This design comes from an exercise in tuning for small area, a short achievable clock period and few clock cycles on the open sky130 flow, not from production work.

==> flow/design.v <==
module gfce_crc_byte (
    input  wire [15:0] crc_in,
    input  wire [7:0]  data,
    output reg  [15:0] crc_out
);
    integer i;
    always @(*) begin
        crc_out = crc_in ^ {8'h00, data};
        for (i = 0; i < 8; i = i + 1) begin
            if (crc_out[0])
                crc_out = (crc_out >> 1) ^ 16'h8408;
            else
                crc_out = crc_out >> 1;
        end
    end
endmodule
module gfce_tx #(
    parameter [7:0] LOCAL_ADDR = 8'h42
) (
    input  wire       clk,
    input  wire       rst,
    input  wire       req_valid,
    output wire       req_ready,
    input  wire [7:0] req_dest,
    input  wire [7:0] req_cmd,
    input  wire [7:0] req_plen,
    input  wire       pl_valid,
    output wire       pl_ready,
    input  wire [7:0] pl_data,
    output wire       out_valid,
    input  wire       out_ready,
    output wire [7:0] out_data,
    output wire       done,
    output wire [3:0] done_status,
    output wire [7:0] done_inserted
);
    localparam [7:0] ESC = 8'hE0, ACK = 8'hE1, SOF = 8'hE2, EOF = 8'hE3;
    localparam [15:0] CRC_SOF = 16'hC4FF;    
    reg s_start, s_dest, s_len, s_src, s_cmd, s_pay, s_crch, s_crcl, s_eof, s_ack, s_rej;
    reg        hv;             
    reg [7:0]  h;
    reg        pend;           
    reg [1:0]  pend_lo;        
    reg [15:0] crc;            
    reg [7:0]  count;          
    reg [7:0]  inserted;       
    reg        ack_wait;       
    reg        rq_idle;        
    reg        pay_go;         
    reg        pay_idle;       
    wire gen = !hv || out_ready;     
    wire pop = hv && out_ready;
    assign out_valid     = hv;
    assign out_data      = h;
    assign done          = s_rej || (ack_wait && out_ready);
    assign done_status   = {s_rej, 3'b000};
    assign done_inserted = inserted;
    function automatic is_res(input [7:0] b);
        is_res = (b[7:2] == 6'b111000);
    endfunction
    wire       too_long = (req_plen[7:3] == 5'b11111);    
    wire [7:0] fc = ({8{s_dest}} & req_dest) | ({8{s_len}} & {count[7:3] + 5'd1, count[2:0]}) |
                    ({8{s_src}} & LOCAL_ADDR) | ({8{s_cmd}} & req_cmd) |
                    ({8{s_pay}} & pl_data);
    wire [7:0] fb = fc | ({8{s_crch}} & crc[15:8]) | ({8{s_crcl}} & crc[7:0]);
    wire res = (s_dest && is_res(req_dest)) || (s_len && (count[7:2] == 6'b110110)) ||
               (s_cmd && is_res(req_cmd)) || (s_pay && is_res(pl_data)) ||
               (s_crch && is_res(crc[15:8])) || (s_crcl && is_res(crc[7:0]));
    wire [15:0] crc_next;
    gfce_crc_byte u_crc (.crc_in(crc), .data(fc), .crc_out(crc_next));
    wire interior = s_dest || s_len || s_src || s_cmd || s_pay || s_crch || s_crcl;
    wire ready_st = (interior && !s_pay) || (s_pay && pl_valid) || s_eof || s_ack;
    wire go       = gen && !pend;
    wire proc     = go && ready_st;                           
    wire start    = gen && s_start && req_valid && !too_long;  
    wire reject   = s_start && !hv && req_valid && too_long;
    wire esc_now  = proc && res;
    wire push     = gen && (pend || ready_st || (s_start && req_valid && !too_long));
    assign req_ready = rq_idle || (s_cmd && out_ready);
    assign pl_ready  = pay_idle || (pay_go && out_ready);
    reg [7:0] pb;
    always @(*) begin
        if (pend)
            pb = {6'b110000, pend_lo};
        else if (s_start)
            pb = SOF;
        else if (s_eof)
            pb = EOF;
        else if (s_ack)
            pb = ACK;
        else if (res)
            pb = ESC;
        else
            pb = fb;
    end
    reg s_start_n, s_dest_n, s_len_n, s_src_n, s_cmd_n, s_pay_n, s_crch_n, s_crcl_n,
        s_eof_n, s_ack_n, s_rej_n, hv_n, pend_n;
    always @(*) begin
        {s_start_n, s_dest_n, s_len_n, s_src_n, s_cmd_n, s_pay_n, s_crch_n, s_crcl_n,
         s_eof_n, s_ack_n, s_rej_n} =
            {s_start, s_dest, s_len, s_src, s_cmd, s_pay, s_crch, s_crcl, s_eof, s_ack, s_rej};
        hv_n   = hv;
        pend_n = pend;
        if (push) hv_n = 1'b1;
        else if (pop) hv_n = 1'b0;
        if (gen) begin
            if (pend) pend_n = 1'b0;
            else if (esc_now) pend_n = 1'b1;
        end
        if (start) begin
            s_start_n = 1'b0;
            s_dest_n  = 1'b1;
        end
        if (reject) begin
            s_start_n = 1'b0;
            s_rej_n   = 1'b1;
        end
        if (s_rej) begin
            s_rej_n   = 1'b0;
            s_start_n = 1'b1;
        end
        if (proc) begin
            s_dest_n = 1'b0;
            s_len_n  = s_dest;
            s_src_n  = s_len;
            s_cmd_n  = s_src;
            s_crcl_n = s_crch;
            s_eof_n  = s_crcl;
            s_ack_n  = s_eof;
            if (s_ack) s_start_n = 1'b1;
            if (s_cmd) begin
                s_pay_n  = (count != 8'd0);
                s_crch_n = (count == 8'd0);
            end else begin
                s_pay_n  = s_pay && (count != 8'd1);
                s_crch_n = s_pay && (count == 8'd1);
            end
        end
    end
    always @(posedge clk) begin
        if (rst) begin
            {s_start, s_dest, s_len, s_src, s_cmd, s_pay, s_crch, s_crcl, s_eof, s_ack, s_rej} <=
                11'b100_0000_0000;
            hv       <= 1'b0;
            pend     <= 1'b0;
            ack_wait <= 1'b0;
            rq_idle  <= 1'b0;
            pay_go   <= 1'b0;
            pay_idle <= 1'b0;
        end else begin
            {s_start, s_dest, s_len, s_src, s_cmd, s_pay, s_crch, s_crcl, s_eof, s_ack, s_rej} <=
                {s_start_n, s_dest_n, s_len_n, s_src_n, s_cmd_n, s_pay_n, s_crch_n, s_crcl_n,
                 s_eof_n, s_ack_n, s_rej_n};
            hv       <= hv_n;
            pend     <= pend_n;
            ack_wait <= s_start_n && hv_n;
            rq_idle  <= s_rej_n || (s_cmd_n && !hv_n);
            pay_go   <= s_pay_n && !pend_n;
            pay_idle <= s_pay_n && !pend_n && !hv_n;
        end
    end
    always @(posedge clk) begin
        if (push) h <= pb;
        if (!pend) pend_lo <= fb[1:0];
        if (start)
            crc <= CRC_SOF;
        else if (proc && (s_dest || s_len || s_src || s_cmd || s_pay))
            crc <= crc_next;
        if (start)
            inserted <= 8'd0;
        else if (pend && gen)
            inserted <= inserted + 8'd1;
        if (s_start)
            count <= req_plen;
        else if (proc && s_pay)
            count <= count - 8'd1;
    end
endmodule
module gfce_rx (
    input  wire       clk,
    input  wire       rst,
    input  wire       in_valid,
    output wire       in_ready,
    input  wire [7:0] in_data,
    output reg        pl_valid,
    output reg  [7:0] pl_data,
    output reg        done,
    output wire [3:0] status,
    output wire [7:0] msg_dest,
    output wire [7:0] msg_len,
    output wire [7:0] msg_src,
    output wire [7:0] msg_cmd
);
    localparam [7:0] ESC = 8'hE0, SOF = 8'hE2, EOF = 8'hE3;
    localparam [7:0] RX_LIMIT = 8'd255;    
    localparam [15:0] CRC_SOF = 16'hC4FF;  
    reg [7:0]  idx;         
    reg        escp;        
    reg        escerr;      
    reg        len_ok;      
    reg        early;       
    reg [15:0] crc;         
    reg [7:0]  d1, d2;      
    reg [7:0]  b_dest, b_len, b_src, b_cmd;
    reg [2:0]  st;
    assign in_ready = 1'b1;
    assign status   = {1'b0, st};
    assign msg_dest = b_dest;
    assign msg_len  = b_len;
    assign msg_src  = b_src;
    assign msg_cmd  = b_cmd;
    wire [15:0] crc_next;
    gfce_crc_byte u_crc (.crc_in(crc), .data(d2), .crc_out(crc_next));
    wire is_sof = (in_data == SOF);
    wire is_eof = (in_data == EOF);
    wire is_esc = (in_data == ESC);
    wire [7:0] value    = {in_data[7:6], in_data[5] ^ escp, in_data[4:0]};
    wire       reserved = (value[7:2] == 6'b111000);
    wire       other    = in_valid && !is_sof && !is_eof && !is_esc;
    wire       store    = other && (idx != RX_LIMIT);
    wire       restart  = in_valid && (is_sof || is_eof);
    wire len_bad = (idx[7:1] == 7'd0) || !len_ok;
    wire crc_bad = (crc != {d2, d1});
    wire lowlen   = (b_len[7:3] == 5'd0);
    wire lsmall  = len_bad || (!crc_bad && lowlen);
    wire [2:0] eof_status = {escerr || escp || (!len_bad && crc_bad),
                             escerr || escp || lsmall,
                             escerr || (!escp && lsmall)};
    always @(posedge clk) begin
        if (rst) begin
            idx      <= 8'd0;
            escp     <= 1'b0;
            escerr   <= 1'b0;
            pl_valid <= 1'b0;
            done     <= 1'b0;
            early    <= 1'b1;
        end else begin
            done     <= in_valid && is_eof;
            pl_valid <= store && (idx >= 8'd6);
            if (restart) begin
                early  <= 1'b1;
                idx    <= 8'd0;
                escp   <= 1'b0;
                escerr <= 1'b0;
            end else if (in_valid && is_esc) begin
                if (escp)
                    escerr <= 1'b1;
                escp <= 1'b1;
            end else if (other) begin
                escp <= 1'b0;
                if (escp && !reserved)
                    escerr <= 1'b1;
                if (store)
                    idx <= idx + 8'd1;
                if (store && idx[1:0] == 2'd3)
                    early <= 1'b0;
            end
        end
    end
    always @(posedge clk) begin
        pl_data <= d2;
        if (in_valid && is_eof)
            st <= eof_status;
        if (rst || restart)
            crc <= CRC_SOF;
        else if (store && (idx >= 8'd2))
            crc <= crc_next;
        if (store) begin
            d1 <= value;
            d2 <= d1;
            if (idx == 8'd1)
                len_ok <= (value == 8'd4);
            else
                len_ok <= ({1'b0, b_len} == {1'b0, idx} + 9'd3);
            if (early) begin
                case (idx[1:0])
                    2'd0: b_dest <= value;
                    2'd1: b_len  <= value;
                    2'd2: b_src  <= value;
                    2'd3: b_cmd  <= value;
                endcase
            end
        end
    end
endmodule
module gfce_codec (
    input  wire       clk,
    input  wire       rst,
    input  wire       tx_req_valid,
    output wire       tx_req_ready,
    input  wire [7:0] tx_req_dest,
    input  wire [7:0] tx_req_cmd,
    input  wire [7:0] tx_req_plen,
    input  wire       tx_pl_valid,
    output wire       tx_pl_ready,
    input  wire [7:0] tx_pl_data,
    output wire       tx_out_valid,
    input  wire       tx_out_ready,
    output wire [7:0] tx_out_data,
    output wire       tx_done,
    output wire [3:0] tx_done_status,
    output wire [7:0] tx_done_inserted,
    input  wire       rx_in_valid,
    output wire       rx_in_ready,
    input  wire [7:0] rx_in_data,
    output wire       rx_pl_valid,
    output wire [7:0] rx_pl_data,
    output wire       rx_done,
    output wire [3:0] rx_status,
    output wire [7:0] rx_dest,
    output wire [7:0] rx_len,
    output wire [7:0] rx_src,
    output wire [7:0] rx_cmd
);
    gfce_tx #(.LOCAL_ADDR(8'h42)) u_tx (
        .clk(clk), .rst(rst),
        .req_valid(tx_req_valid), .req_ready(tx_req_ready),
        .req_dest(tx_req_dest), .req_cmd(tx_req_cmd), .req_plen(tx_req_plen),
        .pl_valid(tx_pl_valid), .pl_ready(tx_pl_ready), .pl_data(tx_pl_data),
        .out_valid(tx_out_valid), .out_ready(tx_out_ready), .out_data(tx_out_data),
        .done(tx_done), .done_status(tx_done_status), .done_inserted(tx_done_inserted)
    );
    gfce_rx u_rx (
        .clk(clk), .rst(rst),
        .in_valid(rx_in_valid), .in_ready(rx_in_ready), .in_data(rx_in_data),
        .pl_valid(rx_pl_valid), .pl_data(rx_pl_data),
        .done(rx_done), .status(rx_status),
        .msg_dest(rx_dest), .msg_len(rx_len), .msg_src(rx_src), .msg_cmd(rx_cmd)
    );
endmodule
Settings: LEC_CHECK=0, CAP_MARGIN=20, CORE_MARGIN=2, CORE_UTILIZATION=35, CTS_BUF_LIST=sky130_fd_sc_hd__clkbuf_8, SETUP_SLACK_MARGIN=1.9, SLEW_MARGIN=20; clock period 4.0 ns.
standard.sh (not shown) runs the stock make flow with config.mk's settings and CLKGATE_MAP_FILE= SYNTH_SCRIPT=/design/flow/synth_recipe.tcl, a recipe that flattens the netlist after the stock synthesis.
==> flow/flow/run.sh <==
#!/bin/bash
set -euo pipefail
export BUFFER_PORTS_ARGS="-buffer_cell sky130_fd_sc_hd__buf_1"
export CTS_ARGS="-sink_clustering_enable -repair_clock_nets -buf_list sky130_fd_sc_hd__clkbuf_8 -dont_use_dummy_load"
bash standard.sh > standard_flow.log 2>&1
The baseline ran to the end with no violations.
Then changed:
--- a/flow/design.v
+++ b/flow/design.v
@@ -1,19 +1,12 @@
 module gfce_crc_byte (
     input  wire [15:0] crc_in,
     input  wire [7:0]  data,
-    output reg  [15:0] crc_out
+    output wire [15:0] crc_out
 );
-    integer i;
-    always @(*) begin
-        crc_out = crc_in ^ {8'h00, data};
-        for (i = 0; i < 8; i = i + 1) begin
-            if (crc_out[0])
-                crc_out = (crc_out >> 1) ^ 16'h8408;
-            else
-                crc_out = crc_out >> 1;
-        end
-    end
+    wire [7:0] x0 = crc_in[7:0] ^ data;
+    wire [7:0] x  = {x0[7:4] ^ x0[3:0], x0[3:0]};
+    assign crc_out = {8'h00, crc_in[15:8]} ^ {x, 8'h00} ^ {5'h00, x, 3'h0} ^ {12'h000, x[7:4]};
 endmodule
 module gfce_tx #(
     parameter [7:0] LOCAL_ADDR = 8'h42
 ) (
@@ -58,13 +51,13 @@
     function automatic is_res(input [7:0] b);
         is_res = (b[7:2] == 6'b111000);
     endfunction
     wire       too_long = (req_plen[7:3] == 5'b11111);    
-    wire [7:0] fc = ({8{s_dest}} & req_dest) | ({8{s_len}} & {count[7:3] + 5'd1, count[2:0]}) |
+    wire [7:0] fc = ({8{s_dest}} & req_dest) | ({8{s_len}} & count) |
                     ({8{s_src}} & LOCAL_ADDR) | ({8{s_cmd}} & req_cmd) |
                     ({8{s_pay}} & pl_data);
     wire [7:0] fb = fc | ({8{s_crch}} & crc[15:8]) | ({8{s_crcl}} & crc[7:0]);
-    wire res = (s_dest && is_res(req_dest)) || (s_len && (count[7:2] == 6'b110110)) ||
+    wire res = (s_dest && is_res(req_dest)) || (s_len && is_res(count)) ||
                (s_cmd && is_res(req_cmd)) || (s_pay && is_res(pl_data)) ||
                (s_crch && is_res(crc[15:8])) || (s_crcl && is_res(crc[7:0]));
     wire [15:0] crc_next;
     gfce_crc_byte u_crc (.crc_in(crc), .data(fc), .crc_out(crc_next));
@@ -128,13 +121,13 @@
             s_eof_n  = s_crcl;
             s_ack_n  = s_eof;
             if (s_ack) s_start_n = 1'b1;
             if (s_cmd) begin
-                s_pay_n  = (count != 8'd0);
-                s_crch_n = (count == 8'd0);
+                s_pay_n  = (count != 8'd8);
+                s_crch_n = (count == 8'd8);
             end else begin
-                s_pay_n  = s_pay && (count != 8'd1);
-                s_crch_n = s_pay && (count == 8'd1);
+                s_pay_n  = s_pay && (count != 8'd9);
+                s_crch_n = s_pay && (count == 8'd9);
             end
         end
     end
     always @(posedge clk) begin
@@ -170,9 +163,9 @@
             inserted <= 8'd0;
         else if (pend && gen)
             inserted <= inserted + 8'd1;
         if (s_start)
-            count <= req_plen;
+            count <= {req_plen[7:3] + 5'd1, req_plen[2:0]};
         else if (proc && s_pay)
             count <= count - 8'd1;
     end
 endmodule
Result:
- The new run finished clean
- setup slack improved by 38 ps
- hold slack improved by 25 ps
- critical path depth goes down by 5
- die area is about the same
- non-clock buffer count goes down by 7
- routed wire length goes down by 0.74%
- utilization hardly moves
- global-route usage goes up by 0.24 points
Function was not checked in any run of this note: the RTL went through the layout flow alone.

[port drivers added, routing unchanged]
How much do the figures lean on ideal ports? The routed layouts below were timed once more, with nothing changed but the port constraints. Step 1 assumes that a clkbuf_16 drives the clock port and a buf_2 every other input. Step 2, shift: input delay + t, output delay - t, t = (earliest + latest rising clock arrival at the registers) / 2. This alone moves slack from input paths to output paths. Three values: ideal, step 1, step 2; two values: the first two.
run	shift t [ns]	setup slack, ns	hold WS [ns]	latest minus earliest clock arrival (ns)	worst slew at a driven data input, ns
the first run	0.472	1.881 / 1.881 / 1.484	0.443 / 0.443 / 0.443	0.033 / 0.033	0.05
the second run	0.469	1.919 / 1.895 / 1.501	0.468 / 0.468 / 0.468	0.043 / 0.044	0.05
After both steps every run listed still meets setup and hold. For the second run, which loses most, drivers alone change the setup slack by -0.024 ns; drivers and shift together by -0.418 ns.
